From an optimization exercise on the open Yosys and OpenROAD flow, aimed at small area, a short achievable clock period and few clock cycles; shortcuts taken in it are not production practice. Only simulation tests tie the RTL to the original design; equivalence was not proved.

## constraint.sdc

```tcl
create_clock -name core_clock -period 38.0 [get_ports {clk}]
set_input_delay 7.6000 -clock core_clock [delete_from_list [all_inputs] [get_ports {clk}]]
set_output_delay 7.6000 -clock core_clock [all_outputs]
set_load 0.01 [all_outputs]
```

## config.mk

```make
export PLATFORM = sky130hd
export DESIGN_NAME = dcpu16_core
export DESIGN_NICKNAME = dcpu16_core
export VERILOG_FILES = /design/flow/design.v
export SDC_FILE = /design/flow/constraint.sdc
export NUM_CORES = 4
export LEC_CHECK = 0
export CAP_MARGIN = 20
export CORE_MARGIN = 2
export CORE_UTILIZATION = 40
export SLEW_MARGIN = 20
```

## run.sh

```bash
#!/bin/bash
# synth_recipe.tcl (not shown) runs the flow's synth.tcl, then flattens the netlist and writes it again
# the make line also repeats each setting of config.mk as NAME=value (left out here)
make -C /OpenROAD-flow-scripts/flow DESIGN_CONFIG=/design/flow/config.mk WORK_HOME=/design/flow/orfs CLKGATE_MAP_FILE= SYNTH_SCRIPT=/design/flow/synth_recipe.tcl finish
```

## design.v

```verilog
module dcpu16_core (
    input  wire        clk,
    input  wire        rst,           
    input  wire        run,           
    input  wire [15:0] run_pc,        
    input  wire [15:0] run_budget,    
    input  wire        wreset,        
    input  wire [3:0]  dbg_sel,       
    input  wire        dbg_we,        
    input  wire [15:0] dbg_wdata,
    output reg  [15:0] dbg_rdata,
    output reg         busy,
    output reg         fault,
    output reg         stalled,
    output reg         mem_req,
    output reg         mem_we,
    output reg  [15:0] mem_addr,
    output reg  [15:0] mem_wdata,
    input  wire        mem_ready,
    input  wire [15:0] mem_rdata
);
    localparam [2:0] X_A = 3'd0,     
                     X_B = 3'd1,     
                     X_C = 3'd2,     
                     X_E = 3'd3,     
                     X_M = 3'd4,     
                     X_W = 3'd5,     
                     X_I = 3'd6;     
    localparam [3:0] R_SP = 4'd8, R_PC = 4'd9, R_O = 4'd10;
    reg [15:0] gpr [0:7];
    reg [15:0] sp, pc, o;
    reg [2:0]  st;
    reg        limited;
    reg [15:0] steps_left;
    reg        skip;             
    reg [15:0] q0, q1, q2;
    reg [1:0]  cnt;              
    reg        infl;             
    reg        a_pend;           
    reg [15:0] a_val, b_val, a_addr, hi;
    reg [2:0]  it;
    reg [1:0]  sh_r, sh_o;       
    function takes_word(input [5:0] f);
        takes_word = (f[5:3] == 3'b010) || (f == 6'h1E) || (f == 6'h1F);
    endfunction
    function is_mem(input [5:0] f);
        is_mem = (f[5:4] == 2'b00 && f[3]) || (f[5:3] == 3'b010) ||
                 (f == 6'h18) || (f == 6'h19) || (f == 6'h1A) || (f == 6'h1E);
    endfunction
    function is_reg(input [5:0] f);
        is_reg = (f[5:3] == 3'b000) || (f == 6'h1B) || (f == 6'h1C) || (f == 6'h1D);
    endfunction
    function [3:0] fidx(input [5:0] f);
        fidx = (f == 6'h1B) ? R_SP : (f == 6'h1C) ? R_PC : (f == 6'h1D) ? R_O : {1'b0, f[2:0]};
    endfunction
    function [16:0] radd(input [15:0] x, input [15:0] y, input ci);
        integer k;
        reg c;
        begin
            c = ci;
            for (k = 0; k < 16; k = k + 1) begin
                radd[k] = x[k] ^ y[k] ^ c;
                c = (x[k] & y[k]) | (c & (x[k] ^ y[k]));
            end
            radd[16] = c;
        end
    endfunction
    function [15:0] rinc(input [15:0] x, input [1:0] k);
        integer j;
        reg c;
        begin
            rinc[0] = x[0] ^ k[0];
            c = x[0] & k[0];
            rinc[1] = x[1] ^ k[1] ^ c;
            c = (x[1] & k[1]) | (c & (x[1] ^ k[1]));
            for (j = 2; j < 16; j = j + 1) begin
                rinc[j] = x[j] ^ c;
                c = x[j] & c;
            end
        end
    endfunction
    function [15:0] rdec(input [15:0] x);
        integer j;
        reg b;
        begin
            b = 1'b1;
            for (j = 0; j < 16; j = j + 1) begin
                rdec[j] = x[j] ^ b;
                b = ~x[j] & b;
            end
        end
    endfunction
    wire [3:0] op  = q0[3:0];
    wire [5:0] fa  = q0[9:4];
    wire [5:0] fb  = q0[15:10];
    wire       nA  = takes_word(fa);
    wire       nB  = takes_word(fb);
    wire [1:0] len = 2'd1 + {1'b0, nA} + {1'b0, nB};
    wire       is_call = (op == 4'h0) && (fa == 6'h01);
    wire       is_rsv  = (op == 4'h0) && (fa != 6'h01);
    wire       is_if   = (op[3:2] == 2'b11);
    wire       is_set  = (op == 4'h1);
    wire       is_iter = (op == 4'h4) || (op == 4'h5) || (op == 4'h6) || (op == 4'h7) || (op == 4'h8);
    wire       is_div  = (op == 4'h5) || (op == 4'h6);
    wire       is_sh   = (op == 4'h7) || (op == 4'h8);
    wire       memA = is_mem(fa);
    wire       memB = is_mem(fb);
    wire       regA = is_reg(fa) && !is_if;
    wire [3:0] ridxA = fidx(fa);
    wire       dst_mem = memA && !is_call && !is_if;
    wire       have = (cnt >= len);
    wire       psa  = (st == X_A) && !is_call;    
    wire [5:0] pf   = psa ? fa : fb;
    wire [3:0] pidx = busy ? fidx(pf) : dbg_sel;
    reg  [15:0] port;
    always @* begin
        case (pidx)
            4'd8:    port = sp;
            4'd9:    port = pc;
            4'd10:   port = o;
            default: port = gpr[pidx[2:0]];
        endcase
        dbg_rdata = port;
    end
    wire [15:0] nw  = psa ? q1 : (nA ? q2 : q1);
    wire [15:0] pc_na   = rinc(pc, {1'b0, nA});
    wire [15:0] pc_next = rinc(pc, len);
    wire [15:0] pc_res  = rinc(pc, {1'b0, nA} + {1'b0, nB});    
    wire [15:0] pcv = psa ? pc : pc_na;
    wire [15:0] spm = rdec(sp);
    wire [15:0] spp = rinc(sp, 2'd1);
    wire [16:0] anw = radd(port, nw, 1'b0);
    reg  [15:0] ov, oaddr;
    always @* begin
        if (pf[5])               ov = {11'd0, pf[4:0]};
        else if (pf == 6'h1F)    ov = nw;
        else if (pf == 6'h1C)    ov = pcv;
        else                     ov = port;
        case (pf)
            6'h18, 6'h19, 6'h1A: oaddr = sp;      
            6'h1E:        oaddr = nw;
            default:      oaddr = pf[4] ? anw[15:0] : port;
        endcase
    end
    wire [15:0] nwB  = nA ? q2 : q1;
    wire        bnp  = fb[5] || (fb == 6'h1F) || (fb == 6'h1C) || (fb == 6'h1E) ||
                       (fb == 6'h18) || (fb == 6'h19) || (fb == 6'h1A);
    wire [15:0] ovB2 = fb[5] ? {11'd0, fb[4:0]} : (fb == 6'h1F) ? nwB : pc_na;
    wire [15:0] oaB2 = (fb == 6'h1E) ? nwB : sp;
    wire        merge = !is_call && !(memA && !is_set) && (fa != 6'h18) && (fa != 6'h1A) && bnp;
    wire [15:0] acur = (st == X_A) ? ov : (st == X_B && a_pend) ? mem_rdata : a_val;
    wire [15:0] bcur = (st == X_C) ? mem_rdata :
                       (st == X_E || st == X_M || st == X_W) ? b_val :
                       (st == X_A && !is_call) ? ovB2 : ov;
    wire [15:0] alu_a = acur;
    wire [15:0] alu_b = bcur;
    wire        alu_add  = (op == 4'h2);
    wire [16:0] as_full  = radd(alu_a, alu_add ? alu_b : ~alu_b, !alu_add);
    wire        a_lt_b   = ~as_full[16];                        
    wire        a_gt_b   = as_full[16] & (as_full[15:0] != 16'd0);
    reg  [15:0] res, o_res;
    reg         o_wr, pred;
    always @* begin
        res   = alu_b;
        o_res = 16'd0;
        o_wr  = 1'b0;
        pred  = 1'b0;
        case (op)
            4'h2: begin res = as_full[15:0]; o_res = {15'd0, ~as_full[16]}; o_wr = 1'b1; end
            4'h3: begin res = as_full[15:0]; o_res = {16{a_gt_b}}; o_wr = 1'b1; end
            4'h4: begin res = b_val; o_res = hi; o_wr = 1'b1; end
            4'h5: begin res = a_val; o_res = 16'd0; o_wr = 1'b1; end
            4'h6: res = hi;
            4'h7, 4'h8: begin
                case (sh_r) 2'd0: res = 16'd0; 2'd1: res = b_val; 2'd2: res = hi; default: res = a_val; endcase
                case (sh_o) 2'd0: o_res = 16'd0; 2'd1: o_res = b_val; 2'd2: o_res = hi; default: o_res = a_val; endcase
                o_wr = 1'b1;
            end
            4'h9: res = alu_a & alu_b;
            4'hA: res = alu_a | alu_b;
            4'hB: res = alu_a ^ alu_b;
            4'hC: pred = (alu_a == alu_b);
            4'hD: pred = (alu_a != alu_b);
            4'hE: pred = a_gt_b;
            4'hF: pred = |(alu_a & alu_b);
            default: ;
        endcase
    end
    wire [16:0] s1 = radd(is_div ? {hi[14:0], a_val[15]} : hi,
                          is_div ? ~b_val : (b_val[0] ? a_val : 16'd0), is_div);
    wire        dt1 = hi[15] | s1[16];
    wire [15:0] dr1 = dt1 ? s1[15:0] : {hi[14:0], a_val[15]};
    wire [15:0] m1h = {s1[16], s1[15:1]};
    wire [16:0] s2 = radd(is_div ? {dr1[14:0], a_val[14]} : m1h,
                          is_div ? ~b_val : (b_val[1] ? a_val : 16'd0), is_div);
    wire        dt2 = dr1[15] | s2[16];
    wire [15:0] dr2 = dt2 ? s2[15:0] : {dr1[14:0], a_val[14]};
    wire [15:0] m2h = {s2[16], s2[15:1]};
    wire        sh_imm  = (|bcur[15:5]) || (bcur == 16'd0);
    wire [3:0]  sh_k    = (op == 4'h7) ? bcur[3:0] : (4'd0 - bcur[3:0]);
    wire        shr_low = !bcur[4] || (bcur[3:0] == 4'd0);     
    reg        x_req, x_we, jfetch;
    reg [15:0] x_addr, x_wdata;
    reg [2:0]  nst;
    reg        fin, callj, do_fault, do_stall, do_end, do_skip, it_start;
    reg        a_ld, a_addr_ld, b_ld, sp_a, sp_b, a_pend_n, bphase;
    always @* begin
        nst = st;
        x_req = 1'b0; x_we = 1'b0; jfetch = 1'b0;
        x_addr = oaddr; x_wdata = b_val;
        fin = 1'b0; callj = 1'b0; do_fault = 1'b0; do_stall = 1'b0; do_end = 1'b0;
        do_skip = 1'b0; it_start = 1'b0;
        a_ld = 1'b0; a_addr_ld = 1'b0; b_ld = 1'b0; sp_a = 1'b0; sp_b = 1'b0;
        a_pend_n = 1'b0; bphase = 1'b0;
        case (st)
            X_A: begin
                if (skip) begin
                    if (cnt != 2'd0) begin
                        do_skip = 1'b1;
                        if (!have) begin
                            x_req = 1'b1; x_addr = pc_next; jfetch = 1'b1;
                        end
                    end
                end else if (limited && steps_left == 16'd0) begin
                    do_end = 1'b1;
                end else if (have) begin
                    if (is_rsv) begin
                        do_stall = 1'b1;
                    end else if (is_call) begin
                        bphase = 1'b1;
                    end else if (merge) begin
                        a_ld = 1'b1; a_addr_ld = 1'b1; bphase = 1'b1;
                    end else if (memA) begin
                        x_req = !is_set;
                        if (is_set || mem_ready) begin
                            a_addr_ld = 1'b1; sp_a = 1'b1; a_pend_n = !is_set; nst = X_B;
                        end
                    end else begin
                        a_ld = 1'b1; nst = X_B;
                    end
                end
            end
            X_B: begin
                a_ld = a_pend;
                bphase = 1'b1;
            end
            X_C: begin
                b_ld = 1'b1;
                if (is_call) callj = 1'b1;
                else if (op == 4'h5 && bcur == 16'd0) do_fault = 1'b1;
                else if (is_iter) it_start = 1'b1;
                else if (dst_mem) nst = X_E;
                else fin = 1'b1;
            end
            X_E: begin
                if (dst_mem) begin
                    x_req = 1'b1; x_we = 1'b1; x_addr = a_addr; x_wdata = res;
                    fin = mem_ready;
                end else
                    fin = 1'b1;
            end
            X_M: if (it == 3'd7) nst = X_E;
            X_W: begin
                x_req = 1'b1; x_we = 1'b1; x_addr = sp; x_wdata = b_val;
                if (mem_ready) nst = X_A;
            end
            default: ;
        endcase
        if (bphase) begin
            if (memB) begin
                x_req = 1'b1;
                x_addr = (st == X_A && !is_call) ? oaB2 : oaddr;
                if (mem_ready) begin sp_b = 1'b1; nst = X_C; end
            end else if (is_call) callj = 1'b1;
            else if (op == 4'h5 && bcur == 16'd0) do_fault = 1'b1;
            else if (is_iter) it_start = 1'b1;
            else if (is_if) fin = 1'b1;
            else if (a_pend) begin b_ld = 1'b1; nst = X_E; end
            else if (dst_mem) begin
                x_req = 1'b1; x_we = 1'b1; x_wdata = bcur;
                x_addr = (st == X_A) ? oaddr : a_addr;
                fin = mem_ready;
            end else fin = 1'b1;
        end
        if (callj) begin
            x_req = 1'b1; x_we = 1'b0; x_addr = bcur; jfetch = 1'b1;
            nst = X_W;
        end
        if (it_start) begin
            nst = X_M;
            if (is_sh ? sh_imm : is_div && ((op == 4'h6 && bcur == 16'd0) || a_lt_b))
                nst = X_E;
        end
        if (fin) nst = X_A;
    end
    wire        pc_dst   = regA && (ridxA == R_PC);
    wire        skip_n   = is_if && !pred;
    wire        last     = limited && (steps_left == 16'd1);
    wire        wr_hit;
    wire        stop     = do_fault || do_stall || do_end ||
                           (do_skip && limited && steps_left == 16'd0) ||
                           (fin && last && !skip_n);
    wire [1:0]  fofs = cnt + {1'b0, infl};           
    wire [15:0] fetch_addr = rinc(pc, fofs);
    wire [16:0] wr_d   = radd(x_addr, ~pc, 1'b1);
    assign      wr_hit = x_we && (wr_d[15:2] == 14'd0);
    wire pf_req = busy && !x_req && !(cnt == 2'd3 || (cnt == 2'd2 && infl));
    always @* begin
        mem_req   = x_req | pf_req;
        mem_we    = x_we;
        mem_addr  = x_req ? x_addr : fetch_addr;
        mem_wdata = x_wdata;
    end
    wire        w_flush = fin ? (pc_dst || wr_hit) : (callj || (do_skip && !have) || (st == X_W && wr_hit));
    wire [1:0]  w_take  = (fin || do_skip) ? len : 2'd0;
    wire [1:0]  rem     = cnt - w_take;
    reg  [15:0] nq0, nq1, nq2;
    always @* begin
        case (w_take)
            2'd0: begin nq0 = q0; nq1 = q1; nq2 = q2; end
            2'd1: begin nq0 = q1; nq1 = q2; nq2 = q2; end
            default: begin nq0 = q2; nq1 = q2; nq2 = q2; end
        endcase
        if (infl) begin
            case (rem)
                2'd0: nq0 = mem_rdata;
                2'd1: nq1 = mem_rdata;
                default: nq2 = mem_rdata;
            endcase
        end
    end
    wire        h_run = !busy && run;
    wire        h_wrs = !busy && !run && wreset;
    wire        h_dbg = !busy && !run && !wreset && dbg_we;
    wire        rf_fin = fin && regA && !(ridxA == R_O && o_wr);
    wire [3:0]  rf_idx = busy ? ridxA : dbg_sel;
    wire [15:0] rf_wd  = busy ? res : dbg_wdata;
    wire        rf_we  = (busy && rf_fin) || h_dbg;
    always @(posedge clk) begin
        if (rst) begin
            gpr[0] <= 16'd0; gpr[1] <= 16'd0; gpr[2] <= 16'd0; gpr[3] <= 16'd0;
            gpr[4] <= 16'd0; gpr[5] <= 16'd0; gpr[6] <= 16'd0; gpr[7] <= 16'd0;
            sp      <= 16'd0;
            pc      <= 16'd0;
            o       <= 16'd0;
            busy    <= 1'b0;
            fault   <= 1'b0;
            stalled <= 1'b0;
            st      <= X_I;
            limited <= 1'b0;
            steps_left <= 16'd0;
            cnt     <= 2'd0;
            infl    <= 1'b0;
            skip    <= 1'b0;
            a_pend  <= 1'b0;
        end else begin
            if (rf_we && !rf_idx[3]) gpr[rf_idx[2:0]] <= rf_wd;
            if (h_run || h_wrs)                                  sp <= 16'd0;
            else if (rf_we && rf_idx == R_SP)                    sp <= rf_wd;
            else if (callj || (sp_a && fa == 6'h1A) || (sp_b && fb == 6'h1A)) sp <= spm;
            else if ((sp_a && fa == 6'h18) || (sp_b && fb == 6'h18))          sp <= spp;
            if (h_run || h_wrs)                     pc <= run_pc;
            else if (h_dbg && dbg_sel == R_PC)      pc <= dbg_wdata;
            else if (callj)                         pc <= bcur;
            else if (do_fault)                      pc <= pc_res;
            else if (fin && pc_dst)                 pc <= is_set ? res : rinc(res, 2'd1);
            else if (fin || do_skip)                pc <= pc_next;
            if (fin && o_wr)                        o <= o_res;
            else if (rf_we && rf_idx == R_O)        o <= rf_wd;
            if (h_run) begin
                if (!fault) begin
                    busy       <= 1'b1;
                    stalled    <= 1'b0;
                    limited    <= (run_budget != 16'd0);
                    steps_left <= run_budget;
                    st         <= X_A;
                    skip       <= 1'b0;
                end
            end else if (h_wrs) begin
                fault   <= 1'b0;
                stalled <= 1'b0;
            end else if (busy) begin
                st <= stop ? X_I : nst;
                if (stop) busy <= 1'b0;
                if (do_fault) fault <= 1'b1;
                if (do_stall) stalled <= 1'b1;
                if (fin || callj) steps_left <= rdec(steps_left);
                if (fin) skip <= skip_n;
                else if (do_skip) skip <= 1'b0;
            end
            a_pend <= a_pend_n;
            if (it_start)
                a_val <= (is_div && a_lt_b) ? 16'd0 : acur;
            else if (a_ld)
                a_val <= acur;
            else if (st == X_M && is_div)
                a_val <= {a_val[13:0], dt1, dt2};
            if (callj)
                b_val <= pc_next;
            else if (it_start && is_sh)
                b_val <= 16'd1 << sh_k;
            else if (b_ld || it_start)
                b_val <= bcur;
            else if (st == X_M && !is_div)
                b_val <= {s2[0], s1[0], b_val[15:2]};
            if (it_start)
                hi <= (is_div && a_lt_b) ? acur : 16'd0;
            else if (st == X_M)
                hi <= is_div ? dr2 : m2h;
            if (a_addr_ld)
                a_addr <= (fa == 6'h1A) ? spm : oaddr;
            it <= (st == X_M) ? it + 3'd1 : 3'd0;
            if (it_start) begin
                if (sh_imm) begin
                    sh_r <= (bcur == 16'd0) ? 2'd3 : 2'd0;
                    sh_o <= 2'd0;
                end else if (op == 4'h7) begin
                    sh_r <= bcur[4] ? 2'd0 : 2'd1;
                    sh_o <= bcur[4] ? 2'd1 : 2'd2;
                end else begin
                    sh_r <= shr_low ? 2'd2 : 2'd0;
                    sh_o <= shr_low ? 2'd1 : 2'd2;
                end
            end
            q0 <= nq0;
            q1 <= nq1;
            q2 <= nq2;
            if (h_run || w_flush) begin
                cnt  <= 2'd0;
                infl <= jfetch && mem_ready;
            end else begin
                cnt  <= rem + {1'b0, infl};
                infl <= pf_req && mem_ready;
            end
        end
    end
endmodule
```

==> metrics.csv <==
metric;value;unit
run_status;timing/DRC/antenna clean;
crit_top_cell;fa_1;
dp_slack;11.04;ns
finalCritPeriodShare;0.713;
critical_path_class;in2out;
synth_seq_cells;323;
synth_nets;3854;
clockBufferDepth;3;
ys.flop_type;edfxtp_1;
fin_crit;27.11;ns
setup_viol;0;
htree_levels;2;
maxSlewViolCount;0;
seq_area;8940;um^2
dpl.cell_count;4482;
synth_top_family_by_area;compound AO/OA/AOI/OAI gates;
r2r_cells;45;
coreArea;73200;um^2
ys_types;115;
critPathMaxStageDelay;0.61;ns
area_delta_synth_final;13.7;%
postCtsHoldBufs;0;
critPathArrivalTime;19.51;ns
synth_edf_count;247;
antenna_found_initial;11;
drive_gt1_frac;0.108;
syn_area;29700;um^2
pin_count;127;
grt_pass1_vias;28600;
cp-start-kind;input port;
stdcell_area;33700;um^2
io_buffers;126;
drt-initial-drc-count;5467;
initial_core_util;0.405;
required;30.40;ns
synth_xor_area_frac;0.0121;
cts_buffers;43;
worstPathMaxFanout;20;
yosysWarnings;1;
die_w;276;um
async_reset_ff_frac;0;
synth_cells;3545;
dp_hpwl;123000;um
r2r-start;q0[2];
grt_max_degree;53;
fin_nets;3878;
dpl_cell_area;32200;um^2
routabilityCongestion;1.11;
final_util;0.461;
grt_pass1_wl;224000;um
ys_seq_area_frac;0.301;
drt_first_pass_iters;6;
slew_headroom;0.0961;
hold-path-cell-count;2;
hold_slack;0.457;ns
num_vias;31600;
wire_per_inst;35.4;um
cts.repair.resized;0;
drc;0;
clkSlewWorstSetupHoldPaths;0.06;ns
max_freq;36.9;MHz
holdPathEnd;steps_left[1];
synth_adder_area_share;0.119;
reg2reg_slack;18.97;ns
setup_ws;10.89;ns
hp-start;steps_left[1];
synth_compound_area_frac;0.268;
endpoint_kind;output pin;
fillCellCount;7200;
rsz0062_at_grt;no;
synth-simple-area-share;0.180;
tightestPinTransition;1.32;ns
cts_root_buf;clkbuf_16;
insertion_delay;0.63;ns
muxShareOfSynthArea;0.0640;
die-area;76400;um^2
fin_tns_setup;0;ns
row_count;99;
cts_tree;done;
critical_path.slowest_cell;clkdlybuf4s50_1;
cap_violations;0;
drt-total-wl;162000;um
rr_endpoint;hi[3];
overflow;0;
syn_avg_cell_area;8.37;um^2
hp-class;reg2reg;
cts_setup_buffers;0;
finalClockSkew;0.0271;ns
ant_nets;0;
fp.dieH;276;um
routed_via_density;6.91;
finalNonFillerCells;4566;
gr-usage-all-layers;0.407;
multi_input_area;19300;um^2
clock_sinks;323;
hold_viol;0;
-- worst max-delay path: cells and delay by family --
family / cells / cell delay, ns
fa+ha+maj: 15 / 6.46
compound gates: 10 / 2.63
buf+inv: 6 / 1.69
mux: 2 / 0.71
simple gates: 3 / 0.42
-- state kept, by name, indices dropped and copies added (netlist names), 2 cells and up --
name	cells
a_addr	16
q2	16
q1	16
gpr	128
steps_left	16
o	16
it	3
q0	16
sh_r	2
sh_o	2
cnt	2
sp	16
b_val	16
st	3
hi	16
pc	16
a_val	16
-- cells by family after synthesis --
logic type | count (synthesis)
adders and majority gates | 236
DFF | 323
and+or+nand+nor | 1199
muxes | 182
buffers and inverters | 417
xor gates and xnor gates | 41
AOI/OAI and AO/OA | 1147
-- per-layer routing --
layer / part of all wire / GRT usage
met3: 0.13 / 0.129
met4: 0.071 / 0.233
met5: 0.00053 / 0
met2: 0.40 / 0.573
met1: 0.40 / 0.545
-- cell type report --
cell class              instances  share of cell area
multi-input cells            2805               0.571
diodes                          3            0.000223
clock buffers                  53              0.0348
flip-flops and latches        323               0.265
clock inverters                27              0.0106
inverters                     136              0.0151
repair buffers                260              0.0673
well taps                     959              0.0356
-- cell usage after synthesis (all sizes together), types with 10 or more instances --
master | n | area [um^2]
a211oi | 101 | 778
a21o | 18 | 135
a21oi | 274 | 1380
a221o | 24 | 240
a221oi | 48 | 495
a222oi | 23 | 230
a22o | 14 | 123
a22oi | 55 | 413
a31oi | 53 | 347
and2 | 27 | 171
and3 | 17 | 106
buf | 63 | 342
clkbuf | 218 | 818
dfxtp | 76 | 1520
edfxtp | 247 | 7420
fa | 77 | 1540
ha | 158 | 1980
inv | 136 | 510
mux2 | 56 | 634
mux2i | 126 | 1260
nand2 | 423 | 1600
nand2b | 30 | 188
nand3 | 58 | 295
nand3b | 12 | 103
nor2 | 474 | 1800
nor2b | 15 | 93.8
nor3 | 46 | 252
nor4 | 31 | 219
o2111ai | 11 | 96.3
o211ai | 80 | 616
o21a | 13 | 98.9
o21ai | 231 | 1200
o221ai | 32 | 304
o22a | 23 | 201
o22ai | 53 | 332
o31ai | 11 | 96.3
or2 | 10 | 65.1
or3 | 15 | 93.8
xnor2 | 23 | 201
xor2 | 18 | 158
-- placed cells by master, fill, tap and decap left out, drive strengths merged, types with 15 or more instances in the layout --
| cell type | netlist | final |
|---|---|---|
| o22a | 23 | 23 |
| a221oi | 48 | 48 |
| nand2 | 423 | 423 |
| buf | 63 | 135 |
| fa | 77 | 77 |
| nor3 | 46 | 46 |
| o21ai | 231 | 231 |
| nand2b | 30 | 30 |
| o221ai | 32 | 32 |
| clkdlybuf4s50 | 0 | 125 |
| a21o | 18 | 18 |
| nor2b | 15 | 15 |
| xnor2 | 23 | 23 |
| dfxtp | 76 | 76 |
| or3 | 15 | 15 |
| o211ai | 80 | 80 |
| a22oi | 55 | 55 |
| ha | 158 | 158 |
| nor4 | 31 | 31 |
| a21oi | 274 | 274 |
| a211oi | 101 | 101 |
| o22ai | 53 | 53 |
| clkbuf | 218 | 53 |
| a221o | 24 | 24 |
| a31oi | 53 | 53 |
| and2 | 27 | 27 |
| inv | 136 | 140 |
| mux2i | 126 | 126 |
| mux2 | 56 | 56 |
| and3 | 17 | 17 |
| nand3 | 58 | 58 |
| nor2 | 474 | 474 |
| xor2 | 18 | 18 |
| edfxtp | 247 | 247 |
| a222oi | 23 | 23 |
-- worst max-delay path by stage --
stage	cells after the start	startpoint	end
finish	36	dbg_sel[1]	mem_wdata[15]
global route	35	dbg_sel[1]	mem_wdata[15]
CTS	35	dbg_sel[1]	mem_wdata[15]
detailed placement	35	dbg_sel[1]	mem_wdata[15]
global placement	35	dbg_sel[1]	mem_wdata[15]
floorplan	35	dbg_sel[0]	mem_wdata[15]
Testbench counts, summed over its fixed seeds: cycles 154,751.

[port drivers added, routing unchanged]
How much do the figures lean on ideal ports? The routed layout below was timed once more, with nothing changed but the port constraints.
Step 1 sets driving cells, clkbuf_16 on the clock port and buf_2 on the other inputs (assumed; they add their load-dependent delay and slew).
Step 2 times the ports against the registers' clock, not the clock port: input delays grow and output delays shrink by t, the midpoint of the rising clock arrivals with the driver on.
Slacks: no drivers / after step 1 / after step 2; pairs: no drivers / after step 1.
t, ns: 0.677
setup WS [ns]: 10.892 / 10.867 / 10.867
worst setup path at the end: input to output
worst register clock-pin slew, ns: 0.07 / 0.07
After both steps setup and hold are still met in this run. The setup slack of this run moves by -0.025 ns with the drivers and by -0.025 ns with both steps.
